Context: an optimization exercise on an open-source flow, tuned for small area, a short achievable clock period and few clock cycles. The choices shown serve that exercise and are no tape-out recipe.
At most, simulation tests tie the RTL to the original design; equivalence was not proved.
Power is estimated from default activity; no workload was simulated.

## baton_relay_core
module baton_relay_core (
    input  wire        clk,
    input  wire        rst,
    input  wire [63:0] cfg_turns_required,
    input  wire        cmd_valid,
    output wire        cmd_ready,
    input  wire [1:0]  cmd_op,
    input  wire [7:0]  cmd_seed,
    input  wire        rx_valid,
    output wire        rx_ready,
    input  wire [63:0] rx_data,
    input  wire [3:0]  rx_len,
    input  wire        rx_fin,
    input  wire        offer_valid,
    output wire        offer_ready,
    input  wire [15:0] offer_len,
    output wire        tx_valid,
    input  wire        tx_ready,
    output wire [63:0] tx_data,
    output wire [3:0]  tx_len,
    output wire        tx_fin,
    output wire        tx_last,
    output wire        idle,
    output wire [2:0]  state,
    output wire        role,
    output wire [7:0]  baton_out,
    output wire [7:0]  baton_in,
    output wire [63:0] turn_count,
    output wire [63:0] rx_byte_count,
    output wire [2:0]  close_code,
    output wire        dgram_ready,
    output wire [7:0]  dgram_value
);
For scale: roughly 400 I/O pins.
==> flow/config.mk <==
export PLATFORM = sky130hd
export DESIGN_NAME = baton_relay_core
export DESIGN_NICKNAME = baton_relay_core
export VERILOG_FILES = /design/flow/design.v
export SDC_FILE = /design/flow/constraint.sdc
export NUM_CORES = 4
export LEC_CHECK = 0
export CAP_MARGIN = 20
export CORE_MARGIN = 2
export CORE_UTILIZATION = 40
export SETUP_SLACK_MARGIN = 4.9
export SLEW_MARGIN = 20
==> flow/constraint.sdc <==
create_clock -name core_clock -period 8.0 [get_ports {clk}]
set_input_delay 1.6000 -clock core_clock [delete_from_list [all_inputs] [get_ports {clk}]]
set_output_delay 1.6000 -clock core_clock [all_outputs]
set_load 0.01 [all_outputs]
standard.sh (not shown) runs the stock make flow with config.mk's settings and CLKGATE_MAP_FILE= SYNTH_SCRIPT=/design/flow/synth_recipe.tcl, a recipe that flattens the netlist after the stock synthesis.
==> flow/flow/run.sh <==
#!/bin/bash
# Standard layout, with every port buffered by the smallest buffer instead of
# the flow's default choice. Full make output goes to standard.log.
set -euo pipefail
export BUFFER_PORTS_ARGS="-buffer_cell sky130_fd_sc_hd__buf_1"
bash standard.sh finish > standard.log 2>&1
The baseline finished with timing, DRC and antenna clean.
Edit:
==> flow/flow/run.sh (replaced) <==
#!/bin/bash
# Standard layout (standard.sh) with two changes:
#  - synthesis maps the logic with flow/area.abc (see flow/synth.tcl);
#  - every port is buffered by the smallest buffer.
# Full make output goes to standard.log; ORFS keeps each step's log under orfs/logs.
set -euo pipefail
here=$(pwd)
export BUFFER_PORTS_ARGS="-buffer_cell sky130_fd_sc_hd__buf_1"
export FLOW_ABC_SCRIPT="$here/flow/area.abc"
sed "s#SYNTH_SCRIPT=[^ ]*#SYNTH_SCRIPT=$here/flow/synth.tcl#" standard.sh > standard_area.sh
bash standard_area.sh finish > standard.log 2>&1
==> flow/flow/area.abc (new file) <==
&get -n
&st
&syn2
&syn2
&dch -f
&nf -R 2000
&put
==> flow/flow/synth.tcl (new file) <==
# The standard flow's synthesis script (synth_recipe.tcl), with one change: ABC maps the
# logic with flow/area.abc, an area-recovering script, in place of ORFS's
# speed script. Registers, passes, flattening and renaming are unchanged.
proc synth {args} { yosys synth -nofsm -noshare {*}$args }
proc abc {args} {
  set i [lsearch -exact $args -script]
  if {$i >= 0} { lset args [expr {$i + 1}] $::env(FLOW_ABC_SCRIPT) }
  yosys abc {*}$args
}
source $::env(SCRIPTS_DIR)/synth.tcl
# left out here: clear keep_hierarchy, flatten, clean up, hide names made inside functions, write 1_2_yosys.v
Routed wire length goes down by 4.4%.
Sequential power goes up by about 3%.
Cell count goes down by 2.2%.
Cell area goes down by 2.6%.
Clock power goes down by about 3%.
Sequential share of layout area goes up by 0.74 points.
Critical path depth goes up by 13.
Synthesized cell count goes down by 8.7%.
Sequential cell count does not change.
Setup slack got worse by 0.49 ns.
Fmax goes down by 13%.
Function was not checked in any run of this note: the RTL went through the layout flow alone.

* * *

Another version of the RTL of baton_relay_core (not shown whole).
Size: about 1,900 cells after synthesis, ~17,000 µm² of cells after synthesis.
Settings: LEC_CHECK=0, CAP_MARGIN=20, CORE_MARGIN=2, CORE_UTILIZATION=40, SETUP_SLACK_MARGIN=5.0, SLEW_MARGIN=20; clock period 8.0 ns.
==> flow/flow/run.sh <==
#!/bin/bash
# Standard layout (standard.sh) with two changes:
#  - synthesis maps the logic with flow/area.abc (see flow/synth.tcl);
#  - every port is buffered by the smallest buffer.
# Full make output goes to standard.log; ORFS keeps each step's log under orfs/logs.
set -euo pipefail
here=$(pwd)
export BUFFER_PORTS_ARGS="-buffer_cell sky130_fd_sc_hd__buf_1"
export FLOW_ABC_SCRIPT="$here/flow/area.abc"
sed "s#SYNTH_SCRIPT=[^ ]*#SYNTH_SCRIPT=$here/flow/synth.tcl#" standard.sh > standard_area.sh
bash standard_area.sh finish > standard.log 2>&1
==> flow/flow/area.abc <==
&get -n
&st
&dc2
&syn2
&dc2
&dch -f
&nf -R 2000
&put
==> flow/flow/synth.tcl <==
# The standard flow's synthesis script (synth_recipe.tcl), with one change: ABC maps the
# logic with the script in FLOW_ABC_SCRIPT (flow/area.abc, an area-recovering
# script) in place of ORFS's speed script. Registers, passes, flattening and
# renaming are unchanged.
proc synth {args} { yosys synth -nofsm -noshare {*}$args }
proc use_own_abc_script {name1 name2 op} {
  upvar #0 abc_args a
  set i [lsearch -exact $a -script]
  if {$i >= 0} { lset a [expr {$i + 1}] $::env(FLOW_ABC_SCRIPT) }
}
trace add variable ::abc_args write use_own_abc_script
source $::env(SCRIPTS_DIR)/synth.tcl
# left out here: clear keep_hierarchy, flatten, clean up, hide names made inside functions, write 1_2_yosys.v
Testbench counts at the start, summed over its fixed seeds: cycles 196,564.
Edit:
==> flow/flow/run.sh (replaced) <==
#!/bin/bash
# Standard layout, with every port buffered by the smallest buffer instead of
# the flow's default choice. Full make output goes to standard.log.
set -euo pipefail
export BUFFER_PORTS_ARGS="-buffer_cell sky130_fd_sc_hd__buf_1"
bash standard.sh finish > standard.log 2>&1
Settings changed: SETUP_SLACK_MARGIN 5.0 to 4.9.
removed: flow/flow/area.abc
removed: flow/flow/synth.tcl
=> The changed run went through all stages and came out clean. Die area is higher by 8.5%. Setup slack improves by 0.011 ns. Power is lower by 1.1%. Global-route usage is lower by 0.33 points. Utilization is lower by 2.2 points.
Edit:
==> flow/flow/run.sh (replaced) <==
#!/bin/bash
# Standard layout (standard.sh) with two changes:
#  - synthesis maps the logic with flow/area.abc (see flow/synth.tcl);
#  - every port is buffered by the smallest buffer.
# Full make output goes to standard.log; ORFS keeps each step's log under orfs/logs.
set -euo pipefail
here=$(pwd)
export BUFFER_PORTS_ARGS="-buffer_cell sky130_fd_sc_hd__buf_1"
export FLOW_ABC_SCRIPT="$here/flow/area.abc"
sed "s#SYNTH_SCRIPT=[^ ]*#SYNTH_SCRIPT=$here/flow/synth.tcl#" standard.sh > standard_area.sh
bash standard_area.sh finish > standard.log 2>&1
==> flow/flow/area.abc (new file) <==
&get -n
&st
&dc2
&syn2
&dc2
&dch -f
&nf -R 2000
&put
==> flow/flow/synth.tcl (new file) <==
# The standard flow's synthesis script (synth_recipe.tcl), with one change: ABC maps the
# logic with the script in FLOW_ABC_SCRIPT (flow/area.abc, an area-recovering
# script) in place of ORFS's speed script. Registers, passes, flattening and
# renaming are unchanged.
proc synth {args} { yosys synth -nofsm -noshare {*}$args }
proc use_own_abc_script {name1 name2 op} {
  upvar #0 abc_args a
  set i [lsearch -exact $a -script]
  if {$i >= 0} { lset a [expr {$i + 1}] $::env(FLOW_ABC_SCRIPT) }
}
trace add variable ::abc_args write use_own_abc_script
source $::env(SCRIPTS_DIR)/synth.tcl
# left out here: clear keep_hierarchy, flatten, clean up, hide names made inside functions, write 1_2_yosys.v
After rerunning:
- The new run passed the timing, design-rule and antenna checks
- worst setup slack gets worse by 0.048 ns
- total power grows slightly
- non-clock buffer count decreases by 21
- via count came out lower by a little under a tenth
- maximum frequency went down slightly

==> port drivers added, routing unchanged <==
The flow's constraints put no driver on any port. The routed layouts listed below were extracted and timed again, unchanged, in two steps. Step 1 sets driving cells, clkbuf_16 on the clock port and buf_2 on the other inputs (assumed; they add their load-dependent delay and slew). Step 2 also shifts input and output timing later by t, the mid clock arrival at the registers, as if the neighbouring blocks saw the same clock. Three values: ideal ports, drivers, drivers and shift; two values: the first two.
run | t (ns) | slack for setup (ns) | latest minus earliest clock arrival (ns) | slew at the worst register clock pin (ns)
the first run of note 1 | 0.601 | 4.822 / 4.841 / 4.240 | 0.029 / 0.029 | 0.06 / 0.06
the second run of note 1 | 0.611 | 4.332 / 4.332 / 3.745 | 0.034 / 0.034 | 0.06 / 0.06
the first run of note 2 | 0.610 | 4.939 / 4.965 / 4.355 | 0.018 / 0.018 | 0.07 / 0.07
the second run of note 2 | 0.614 | 4.950 / 4.892 / 4.368 | 0.023 / 0.024 | 0.06 / 0.06
the third run of note 2 | 0.613 | 4.902 / 4.902 / 4.335 | 0.037 / 0.037 | 0.07 / 0.07
After both steps every run listed still meets setup and hold. For the second run of note 1, which loses most, drivers alone change the setup slack by 0.000 ns; drivers and shift together by -0.587 ns.
